Context: an optimization exercise on an open-source flow, tuned for small area. The choices shown serve that exercise and are no tape-out recipe.
The RTL was checked by simulation tests, not by an equivalence proof against the original design.
The flow treats the clock pin as an ideal source, which a real chip does not have.
No activity file was given, so power comes from the tool's default toggle rates.

==> flow/design.v (excerpt) <==
module trace_codec (
    input  wire        clk,
    input  wire        rst,
    input  wire        instruction_valid,
    input  wire        branch_taken,
    input  wire [31:0] branch_target,
    input  wire        trap,
    input  wire        is_return,
    input  wire        is_indirect_jump,
    input  wire        retire_valid,
    input  wire        writeback_valid,
    input  wire [4:0]  writeback_register,
    input  wire [31:0] writeback_value,
    input  wire        breakpoint_valid,
    input  wire [3:0]  breakpoint_reason,
    output wire [4:0]  enc_count,
    output wire [63:0] enc_data,
    input  wire [63:0] dec_window,
    input  wire [4:0]  dec_avail,
    output wire        dec_ok,
    output wire [1:0]  dec_fault,
    output wire [4:0]  dec_consumed,
    output wire        dec_seq_valid,
    output wire [2:0]  dec_seq,
    output wire        dec_branch_taken,
    output wire        dec_trap,
    output wire        dec_is_return,
    output wire        dec_is_indirect_jump,
    output wire        dec_pc_valid,
    output wire [31:0] dec_program_counter,
    output wire        dec_writeback_valid,
    output wire [4:0]  dec_writeback_register,
    output wire [31:0] dec_writeback_value,
    output wire        dec_breakpoint_valid,
    output wire [3:0]  dec_breakpoint_reason
);
Size: roughly 310 I/O pins, ~0.0056 sq mm of cells after synthesis.
==> flow/config.mk <==
export PLATFORM = sky130hd
export DESIGN_NAME = trace_codec
export DESIGN_NICKNAME = trace_codec
export VERILOG_FILES = /design/flow/design.v
export SDC_FILE = /design/flow/constraint.sdc
export NUM_CORES = 4
export LEC_CHECK = 0
export CAP_MARGIN = 0
export CORE_MARGIN = 2
export CORE_UTILIZATION = 45
export PLACE_DENSITY = 0.75
export SLEW_MARGIN = 0
==> flow/constraint.sdc <==
create_clock -name core_clock -period 30.0 [get_ports {clk}]
set_input_delay 6.0000 -clock core_clock [delete_from_list [all_inputs] [get_ports {clk}]]
set_output_delay 6.0000 -clock core_clock [all_outputs]
set_load 0.01 [all_outputs]
standard.sh (not shown) runs the stock make flow with config.mk's settings and CLKGATE_MAP_FILE= SYNTH_SCRIPT=/design/flow/synth_recipe.tcl, a recipe that flattens the netlist after the stock synthesis.
==> flow/flow/run.sh <==
#!/bin/bash
# Standard ORFS layout with these changes:
#  - after the standard synthesis, the logic between registers is re-mapped
#    for area by ABC (registers keep their names and cells);
#  - the port buffers use the smallest buffer cell;
#  - CTS inserts no dummy loads to balance the clock tree, and afterwards
#    each clock buffer is downsized where the clock slews allow it.
set -euo pipefail
R=orfs/results/sky130hd/trace_codec/base
LIB=$FLOW_HOME/platforms/sky130hd/lib/sky130_fd_sc_hd__tt_025C_1v80.lib
export BUFFER_PORTS_ARGS="-buffer_cell sky130_fd_sc_hd__buf_1"
# CTS buffers: config.mk's CTS_BUF_LIST, else clkbuf_16
CTS_BUFS=$(sed -n 's/^export CTS_BUF_LIST *= *//p' config.mk)
CTS_BUFS=${CTS_BUFS:-sky130_fd_sc_hd__clkbuf_16}
export POST_CTS_TCL="$PWD/flow/post_cts.tcl"
export CTS_ARGS="-sink_clustering_enable -repair_clock_nets -dont_use_dummy_load -buf_list {$CTS_BUFS}"
bash standard.sh synth > synth.log 2>&1
cp $R/1_2_yosys.v std_1_2_yosys.v
# a second starting point for the re-mapping: the same standard synthesis
# with ORFS's area script for ABC (same registers, other logic structure)
sed "s#WORK_HOME=$PWD/orfs #WORK_HOME=$PWD/orfs_area ABC_AREA=1 #" standard.sh > standard_area.sh
if grep -q orfs_area standard_area.sh && bash standard_area.sh synth > synth_area.log 2>&1; then
  cp orfs_area/results/sky130hd/trace_codec/base/1_2_yosys.v area_1_2_yosys.v || true
fi
# try each ABC script on each starting point (four at a time), keep the
# smallest netlist
i=0
for src in std area; do
  [[ -f ${src}_1_2_yosys.v ]] || continue
  for s in flow/abc_*.abc; do
    n=${src}_$(basename "$s" .abc)
    bash flow/resyn.sh "$PWD/${src}_1_2_yosys.v" "$PWD/resyn_$n.v" "$PWD/$s" "$LIB" "$PWD/flow/dont_use.txt" &
    i=$((i + 1))
    if (( i % 4 == 0 )); then wait; fi
  done
done
wait
# the registers must be the standard synthesis's, by name and cell
grep -E '^ *sky130_fd_sc_hd__df' std_1_2_yosys.v | sort > regs_std.txt
best=""
for f in resyn_*.v.stat; do
  n=${f#resyn_}; n=${n%.v.stat}
  a=$(grep 'Chip area for module' "$f" 2>/dev/null | awk '{print $NF}' || true)
  if [[ -z "$a" || ! -s "resyn_$n.v" ]]; then continue; fi
  grep -E '^ *sky130_fd_sc_hd__df' "resyn_$n.v" | sort > "regs_$n.txt" || true
  if ! cmp -s regs_std.txt "regs_$n.txt"; then echo "$n registers differ" >> resyn_areas.txt; continue; fi
  echo "$n $a" >> resyn_areas.txt
  if [[ -z "$best" ]] || awk -v a="$a" -v b="$best_a" 'BEGIN{exit !(a < b)}'; then best=$n; best_a=$a; fi
done
echo "chosen $best $best_a" >> resyn_areas.txt
if [[ -n "$best" ]]; then cp "resyn_$best.v" resyn.v; else cp std_1_2_yosys.v resyn.v; fi
grep -E '^ *sky130_fd_sc_hd__df' resyn.v | sort > regs_resyn.txt
cmp regs_std.txt regs_resyn.txt
cp resyn.v $R/1_2_yosys.v
rm -f $R/1_synth.odb
bash standard.sh synth > synth_odb.log 2>&1
bash standard.sh > standard.log 2>&1
Other scripts of this flow, unchanged in this note and not shown: flow/flow/abc_a.abc, flow/flow/abc_b.abc, flow/flow/abc_c.abc, flow/flow/abc_d.abc, flow/flow/abc_e.abc, flow/flow/abc_f.abc, flow/flow/abc_g.abc, flow/flow/abc_h.abc, flow/flow/abc_i.abc, flow/flow/abc_j.abc, flow/flow/abc_k.abc, flow/flow/abc_l.abc, flow/flow/dont_use.txt, flow/flow/post_cts.tcl, flow/flow/resyn.sh
The starting point finished clean.
Change:
Settings changed: CORE_UTILIZATION 45 to 33, PLACE_DENSITY 0.75 to unset.
Outcome:
- utilization falls by 16 points
- hold slack is worse by 5.5 ps
- design area rises by 1.1%
- power rises by 0.77%
- sequential cell count stays the same
- clock-buffer cell count stays the same
- register-to-register slack is better by 60 ps
- clock power rises by about 2%
- global-route usage falls by 5.8 points
- sequential power hardly moves
Change:
Settings changed: CORE_UTILIZATION 33 to 25.
=> The new run produced a clean layout; power rises by 1.6%; sequential power is about the same; final area came out higher by 1.0%; routed wire length went up by 1.6%.

---

Another version of the RTL of trace_codec (not shown whole).
Size in the first run: about 790 cells after synthesis, about 310 I/O pins, ~5800 sq um of cells after synthesis.
==> flow/design.v (excerpt) <==
module trace_codec (
    input  wire        clk,
    input  wire        rst,
    input  wire        instruction_valid,
    input  wire        branch_taken,
    input  wire [31:0] branch_target,
    input  wire        trap,
    input  wire        is_return,
    input  wire        is_indirect_jump,
    input  wire        retire_valid,
    input  wire        writeback_valid,
    input  wire [4:0]  writeback_register,
    input  wire [31:0] writeback_value,
    input  wire        breakpoint_valid,
    input  wire [3:0]  breakpoint_reason,
    output wire [4:0]  enc_count,
    output wire [63:0] enc_data,
    input  wire [63:0] dec_window,
    input  wire [4:0]  dec_avail,
    output wire        dec_ok,
    output wire [1:0]  dec_fault,
    output wire [4:0]  dec_consumed,
    output wire        dec_seq_valid,
    output wire [2:0]  dec_seq,
    output wire        dec_branch_taken,
    output wire        dec_trap,
    output wire        dec_is_return,
    output wire        dec_is_indirect_jump,
    output wire        dec_pc_valid,
    output wire [31:0] dec_program_counter,
    output wire        dec_writeback_valid,
    output wire [4:0]  dec_writeback_register,
    output wire [31:0] dec_writeback_value,
    output wire        dec_breakpoint_valid,
    output wire [3:0]  dec_breakpoint_reason
);
Settings: LEC_CHECK=0, CAP_MARGIN=0, CORE_MARGIN=2, CORE_UTILIZATION=33, GPL_TIMING_DRIVEN=0, SLEW_MARGIN=0; clock period 30.0 ns.
==> flow/flow/run.sh <==
#!/bin/bash
# Standard ORFS layout with these changes:
#  - after the standard synthesis, the logic between registers is re-mapped
#    for area by ABC (registers keep their names and cells);
#  - the port buffers use the smallest buffer cell;
#  - CTS inserts no dummy loads to balance the clock tree, and afterwards
#    each clock buffer is downsized where the clock slews allow it.
set -euo pipefail
R=orfs/results/sky130hd/trace_codec/base
LIB=$FLOW_HOME/platforms/sky130hd/lib/sky130_fd_sc_hd__tt_025C_1v80.lib
export BUFFER_PORTS_ARGS="-buffer_cell sky130_fd_sc_hd__buf_1"
# CTS buffers: config.mk's CTS_BUF_LIST, else clkbuf_16
CTS_BUFS=$(sed -n 's/^export CTS_BUF_LIST *= *//p' config.mk)
CTS_BUFS=${CTS_BUFS:-sky130_fd_sc_hd__clkbuf_16}
export POST_CTS_TCL="$PWD/flow/post_cts.tcl"
export CTS_ARGS="-sink_clustering_enable -repair_clock_nets -dont_use_dummy_load -buf_list {$CTS_BUFS}"
bash standard.sh synth > synth.log 2>&1
cp $R/1_2_yosys.v std_1_2_yosys.v
# try each ABC script, keep the smallest netlist
best=""
for s in flow/abc_*.abc; do
  n=$(basename "$s" .abc)
  bash flow/resyn.sh "$PWD/std_1_2_yosys.v" "$PWD/resyn_$n.v" "$PWD/$s" "$LIB" "$PWD/flow/dont_use.txt"
  a=$(grep 'Chip area for module' "resyn_$n.v.stat" | awk '{print $NF}')
  echo "$n $a" >> resyn_areas.txt
  if [[ -z "$best" ]] || awk -v a="$a" -v b="$best_a" 'BEGIN{exit !(a < b)}'; then best=$n; best_a=$a; fi
done
echo "chosen $best $best_a" >> resyn_areas.txt
cp "resyn_$best.v" resyn.v
grep -c dfxtp std_1_2_yosys.v > regs_std.txt
grep -c dfxtp resyn.v > regs_resyn.txt
cmp regs_std.txt regs_resyn.txt
cp resyn.v $R/1_2_yosys.v
rm -f $R/1_synth.odb
bash standard.sh synth > synth_odb.log 2>&1
bash standard.sh > standard.log 2>&1
==> flow/flow/abc_e.abc <==
strash
 dch -f
 amap
 strash
 dch -f
 amap
 strash
 dch -f
 amap
 strash
 dch -f
 amap
==> flow/flow/abc_f.abc <==
strash
 dc2
 dch -f
 amap
 strash
 dc2
 dch -f
 amap
==> flow/flow/abc_g.abc <==
strash
 dch -f
 amap -m
 strash
 dch -f
 amap -m
==> flow/flow/post_cts.tcl <==
set pc_small "sky130_fd_sc_hd__clkbuf_8"
set pc_limit 0.105
proc pc_worst_clk_slew {} {
  set w 0
  foreach pin [get_pins -hierarchical */CLK] {
    set s [get_property $pin slew_max]
    if {$s > $w} { set w $s }
  }
  return $w
}
estimate_parasitics -placement
puts "post_cts: worst clock slew before [pc_worst_clk_slew]"
set pc_bufs {}
foreach inst [[ord::get_db_block] getInsts] {
  if {[string match "clkbuf_*" [$inst getName]] && [[$inst getMaster] getName] ne $pc_small} {
    lappend pc_bufs [$inst getName]
  }
}
# leaves first (longer names), the root last
set pc_bufs [lsort -decreasing -command {apply {{a b} {expr {[string length $a] - [string length $b]}}}} $pc_bufs]
foreach name $pc_bufs {
  set inst [get_cells $name]
  set old [get_property [get_lib_cells -of_objects $inst] name]
  replace_cell $inst $pc_small
  estimate_parasitics -placement
  set w [pc_worst_clk_slew]
  if {$w > $pc_limit} {
    replace_cell $inst $old
    estimate_parasitics -placement
    puts "post_cts: keep $name as $old ($w)"
  } else {
    puts "post_cts: $name -> $pc_small ($w)"
  }
}
puts "post_cts: worst clock slew after [pc_worst_clk_slew]"
detailed_placement
check_placement -verbose
Other scripts of this flow, unchanged in this note and not shown: flow/flow/abc_a.abc, flow/flow/abc_b.abc, flow/flow/abc_c.abc, flow/flow/abc_d.abc, flow/flow/dont_use.txt, flow/flow/resyn.sh
The starting point completed without violations.
==> next run, changes <==
--- a/flow/flow/run.sh
+++ b/flow/flow/run.sh
@@ -19 +19,9 @@
-# try each ABC script, keep the smallest netlist
+# try each ABC script (four at a time), keep the smallest netlist
+i=0
+for s in flow/abc_*.abc; do
+  n=$(basename "$s" .abc)
+  bash flow/resyn.sh "$PWD/std_1_2_yosys.v" "$PWD/resyn_$n.v" "$PWD/$s" "$LIB" "$PWD/flow/dont_use.txt" &
+  i=$((i + 1))
+  if (( i % 4 == 0 )); then wait; fi
+done
+wait
@@ -23,2 +31,2 @@
-  bash flow/resyn.sh "$PWD/std_1_2_yosys.v" "$PWD/resyn_$n.v" "$PWD/$s" "$LIB" "$PWD/flow/dont_use.txt"
-  a=$(grep 'Chip area for module' "resyn_$n.v.stat" | awk '{print $NF}')
+  a=$(grep 'Chip area for module' "resyn_$n.v.stat" 2>/dev/null | awk '{print $NF}' || true)
+  if [[ -z "$a" ]]; then continue; fi
@@ -30,2 +38,3 @@
-grep -c dfxtp std_1_2_yosys.v > regs_std.txt
-grep -c dfxtp resyn.v > regs_resyn.txt
+# the registers must be the standard synthesis's, by name and cell
+grep -E '^ *sky130_fd_sc_hd__df' std_1_2_yosys.v | sort > regs_std.txt
+grep -E '^ *sky130_fd_sc_hd__df' resyn.v | sort > regs_resyn.txt
==> flow/flow/abc_h.abc (new file) <==
strash
 dch -f
 amap -F 4 -A 8
 strash
 dch -f
 amap -F 4 -A 8
 strash
 dch -f
 amap -F 4 -A 8
 strash
 dch -f
 amap -F 4 -A 8
==> flow/flow/abc_i.abc (new file) <==
strash
 dch -f
 amap -F 4 -A 8
 strash
 dch -f
 amap -F 4 -A 8
==> flow/flow/abc_j.abc (new file) <==
strash
dch -f
amap -F 4 -A 8
strash
dch -f
amap -F 4 -A 8
strash
dch -f
amap -F 4 -A 8
strash
dch -f
amap -F 4 -A 8
strash
dch -f
amap -F 4 -A 8
strash
dch -f
amap -F 4 -A 8
strash
dch -f
amap -F 4 -A 8
strash
dch -f
amap -F 4 -A 8
==> flow/flow/abc_k.abc (new file) <==
strash
dch -f
amap -F 4 -A 8
strash
dch -f
amap -F 4 -A 8
strash
dch -f
amap -F 4 -A 8
strash
dc2
dch -f
amap -F 4 -A 8
strash
dch -f
amap -F 4 -A 8
strash
dch -f
amap -F 4 -A 8
strash
dch -f
amap -F 4 -A 8
==> flow/flow/abc_l.abc (new file) <==
strash
dch -f
amap -F 2 -A 4
strash
dch -f
amap -F 2 -A 4
strash
dch -f
amap -F 2 -A 4
strash
dch -f
amap -F 2 -A 4
strash
dch -f
amap -F 2 -A 4
strash
dch -f
amap -F 2 -A 4
--- a/flow/flow/post_cts.tcl
+++ b/flow/flow/post_cts.tcl
@@ -1,2 +1,2 @@
-set pc_small "sky130_fd_sc_hd__clkbuf_8"
-set pc_limit 0.105
+set pc_smaller {sky130_fd_sc_hd__clkbuf_4 sky130_fd_sc_hd__clkbuf_8}
+set pc_limit 0.112
@@ -15 +15 @@
-  if {[string match "clkbuf_*" [$inst getName]] && [[$inst getMaster] getName] ne $pc_small} {
+  if {[string match "clkbuf_*" [$inst getName]]} {
@@ -24,4 +24,9 @@
-  replace_cell $inst $pc_small
-  estimate_parasitics -placement
-  set w [pc_worst_clk_slew]
-  if {$w > $pc_limit} {
+  foreach cell $pc_smaller {
+    if {$cell eq $old} { break }
+    replace_cell $inst $cell
+    estimate_parasitics -placement
+    set w [pc_worst_clk_slew]
+    if {$w <= $pc_limit} {
+      puts "post_cts: $name $old -> $cell ($w)"
+      break
+    }
@@ -30,3 +35 @@
-    puts "post_cts: keep $name as $old ($w)"
-  } else {
-    puts "post_cts: $name -> $pc_small ($w)"
+    puts "post_cts: $name stays $old, not $cell ($w)"
- GPL_TIMING_DRIVEN: 0 -> unset
Die area drops by 1.7%; power drops by 2.1%; core utilization drops by 0.91 points; final area drops by 3.1%; setup slack gets worse by 0.69 ns; area after synthesis drops by 1.8%; wire length drops by 1.2%; sequential power is about the same; non-clock buffer count drops by 6; global-route usage climbs by 0.17 points; worst hold slack gets worse by 0.012 ns.
==> next run, changes <==
--- a/flow/flow/post_cts.tcl
+++ b/flow/flow/post_cts.tcl
@@ -1,2 +1,2 @@
-set pc_smaller {sky130_fd_sc_hd__clkbuf_4 sky130_fd_sc_hd__clkbuf_8}
-set pc_limit 0.112
+set pc_small "sky130_fd_sc_hd__clkbuf_8"
+set pc_limit 0.105
@@ -15 +15 @@
-  if {[string match "clkbuf_*" [$inst getName]]} {
+  if {[string match "clkbuf_*" [$inst getName]] && [[$inst getMaster] getName] ne $pc_small} {
@@ -24,9 +24,4 @@
-  foreach cell $pc_smaller {
-    if {$cell eq $old} { break }
-    replace_cell $inst $cell
-    estimate_parasitics -placement
-    set w [pc_worst_clk_slew]
-    if {$w <= $pc_limit} {
-      puts "post_cts: $name $old -> $cell ($w)"
-      break
-    }
+  replace_cell $inst $pc_small
+  estimate_parasitics -placement
+  set w [pc_worst_clk_slew]
+  if {$w > $pc_limit} {
@@ -35 +30,3 @@
-    puts "post_cts: $name stays $old, not $cell ($w)"
+    puts "post_cts: keep $name as $old ($w)"
+  } else {
+    puts "post_cts: $name -> $pc_small ($w)"
Setup slack loses 0.10 ns.
Final cell count is unchanged.
Synthesized cell count stays the same.
Final area stays flat.
Die area does not change.
Non-clock buffer count stays the same.
Wire length barely changes.
Critical path depth stays the same.
Area after synthesis stays the same.
Worst hold slack is about the same.
Clock power climbs by a few percent.
==> next run, changes <==
--- a/flow/flow/run.sh
+++ b/flow/flow/run.sh
@@ -19,9 +19 @@
-# try each ABC script (four at a time), keep the smallest netlist
-i=0
-for s in flow/abc_*.abc; do
-  n=$(basename "$s" .abc)
-  bash flow/resyn.sh "$PWD/std_1_2_yosys.v" "$PWD/resyn_$n.v" "$PWD/$s" "$LIB" "$PWD/flow/dont_use.txt" &
-  i=$((i + 1))
-  if (( i % 4 == 0 )); then wait; fi
-done
-wait
+# try each ABC script, keep the smallest netlist
@@ -31,2 +23,2 @@
-  a=$(grep 'Chip area for module' "resyn_$n.v.stat" 2>/dev/null | awk '{print $NF}' || true)
-  if [[ -z "$a" ]]; then continue; fi
+  bash flow/resyn.sh "$PWD/std_1_2_yosys.v" "$PWD/resyn_$n.v" "$PWD/$s" "$LIB" "$PWD/flow/dont_use.txt"
+  a=$(grep 'Chip area for module' "resyn_$n.v.stat" | awk '{print $NF}')
@@ -38,3 +30,2 @@
-# the registers must be the standard synthesis's, by name and cell
-grep -E '^ *sky130_fd_sc_hd__df' std_1_2_yosys.v | sort > regs_std.txt
-grep -E '^ *sky130_fd_sc_hd__df' resyn.v | sort > regs_resyn.txt
+grep -c dfxtp std_1_2_yosys.v > regs_std.txt
+grep -c dfxtp resyn.v > regs_resyn.txt
removed: flow/flow/abc_h.abc
removed: flow/flow/abc_i.abc
removed: flow/flow/abc_j.abc
removed: flow/flow/abc_k.abc
removed: flow/flow/abc_l.abc
Final cell count grows by 5.8%.
Global-route usage decreases by 0.56 points.
Clock power decreases by about 1%.
Setup slack improves by 1.6 ns.
Total power hardly moves.
Clock-buffer cell count does not change.
Routed wire length stays flat.
Fmax came out higher by 15%.
Hold slack improves by 0.016 ns.
Synthesized cell count climbs by 10%.
==> next run, changes <==
--- a/flow/flow/run.sh
+++ b/flow/flow/run.sh
@@ -6,2 +6 @@
-#  - CTS inserts no dummy loads to balance the clock tree, and afterwards
-#    each clock buffer is downsized where the clock slews allow it.
+#  - CTS inserts no dummy loads to balance the clock tree.
@@ -15 +13,0 @@
-export POST_CTS_TCL="$PWD/flow/post_cts.tcl"
- CAP_MARGIN: 0 -> 20
- SLEW_MARGIN: 0 -> 20
removed: flow/flow/abc_e.abc
removed: flow/flow/abc_f.abc
removed: flow/flow/abc_g.abc
removed: flow/flow/post_cts.tcl
The changed run produced a clean layout.
Sequential share of layout area drops by 0.45 points.
Synthesized cell count hardly moves.
Power came out higher by a little under a tenth.
Worst setup slack loses 0.22 ns.
First-iteration DRC count shrinks by a quarter to a third.
Routed wire length goes up slightly.
Via count climbs slightly.
Sequential power barely changes.
Core utilization is higher by 0.65 points.
==> next run, changes <==
==> flow/flow/abc_e.abc (new file) <==
strash
 dch -f
 amap
 strash
 dch -f
 amap
 strash
 dch -f
 amap
 strash
 dch -f
 amap
==> flow/flow/abc_f.abc (new file) <==
strash
 dc2
 dch -f
 amap
 strash
 dc2
 dch -f
 amap
==> flow/flow/abc_g.abc (new file) <==
strash
 dch -f
 amap -m
 strash
 dch -f
 amap -m
- CAP_MARGIN: 20 -> 0
- SLEW_MARGIN: 20 -> 0
What happened: The new run produced a clean layout. Via count went down by 0.57%. Worst setup slack gets better by 0.20 ns. Die area hardly moves. Area after synthesis stays flat. Utilization shrinks by 0.13 points. Routed wire length falls by 1.3%. Sequential cell count does not change. Final area is about the same. Sequential share of layout area stays flat. Non-clock buffer count drops by 2.

==> afterwards: timing with drivers on the ports <==
How much do the figures lean on ideal ports? The routed layouts below were timed once more, with nothing changed but the port constraints. Step 1 assumes that a clkbuf_16 drives the clock port and a buf_2 every other input. Step 2, shift: input delay + t, output delay - t, t = (earliest + latest rising clock arrival at the registers) / 2. This alone moves slack from input paths to output paths. Slacks: ideal / step 1 / step 2; pairs: ideal / step 1.
run	t (ns)	slack for setup (ns)	worst setup path at the end
the first run of note 1	0.497	18.910 / 18.919 / 18.422	input to register
the second run of note 1	0.519	18.559 / 18.572 / 18.053	input to register
the third run of note 1	0.409	18.287 / 18.301 / 17.892	input to register
the first run of note 2	0.413	18.022 / 18.018 / 17.605	input to register
the second run of note 2	0.508	17.334 / 17.323 / 16.816	input to register
the third run of note 2	0.413	17.233 / 17.225 / 16.812	input to register
the fourth run of note 2	0.406	18.877 / 18.880 / 18.473	input to register
the fifth run of note 2	0.394	18.661 / 18.685 / 18.290	input to register
the sixth run of note 2	0.386	18.861 / 18.871 / 18.485	input to register
After both steps every run listed still meets setup and hold. The setup slack of the second run of note 2, which loses most, moves by -0.011 ns with the drivers and by -0.518 ns with both steps.
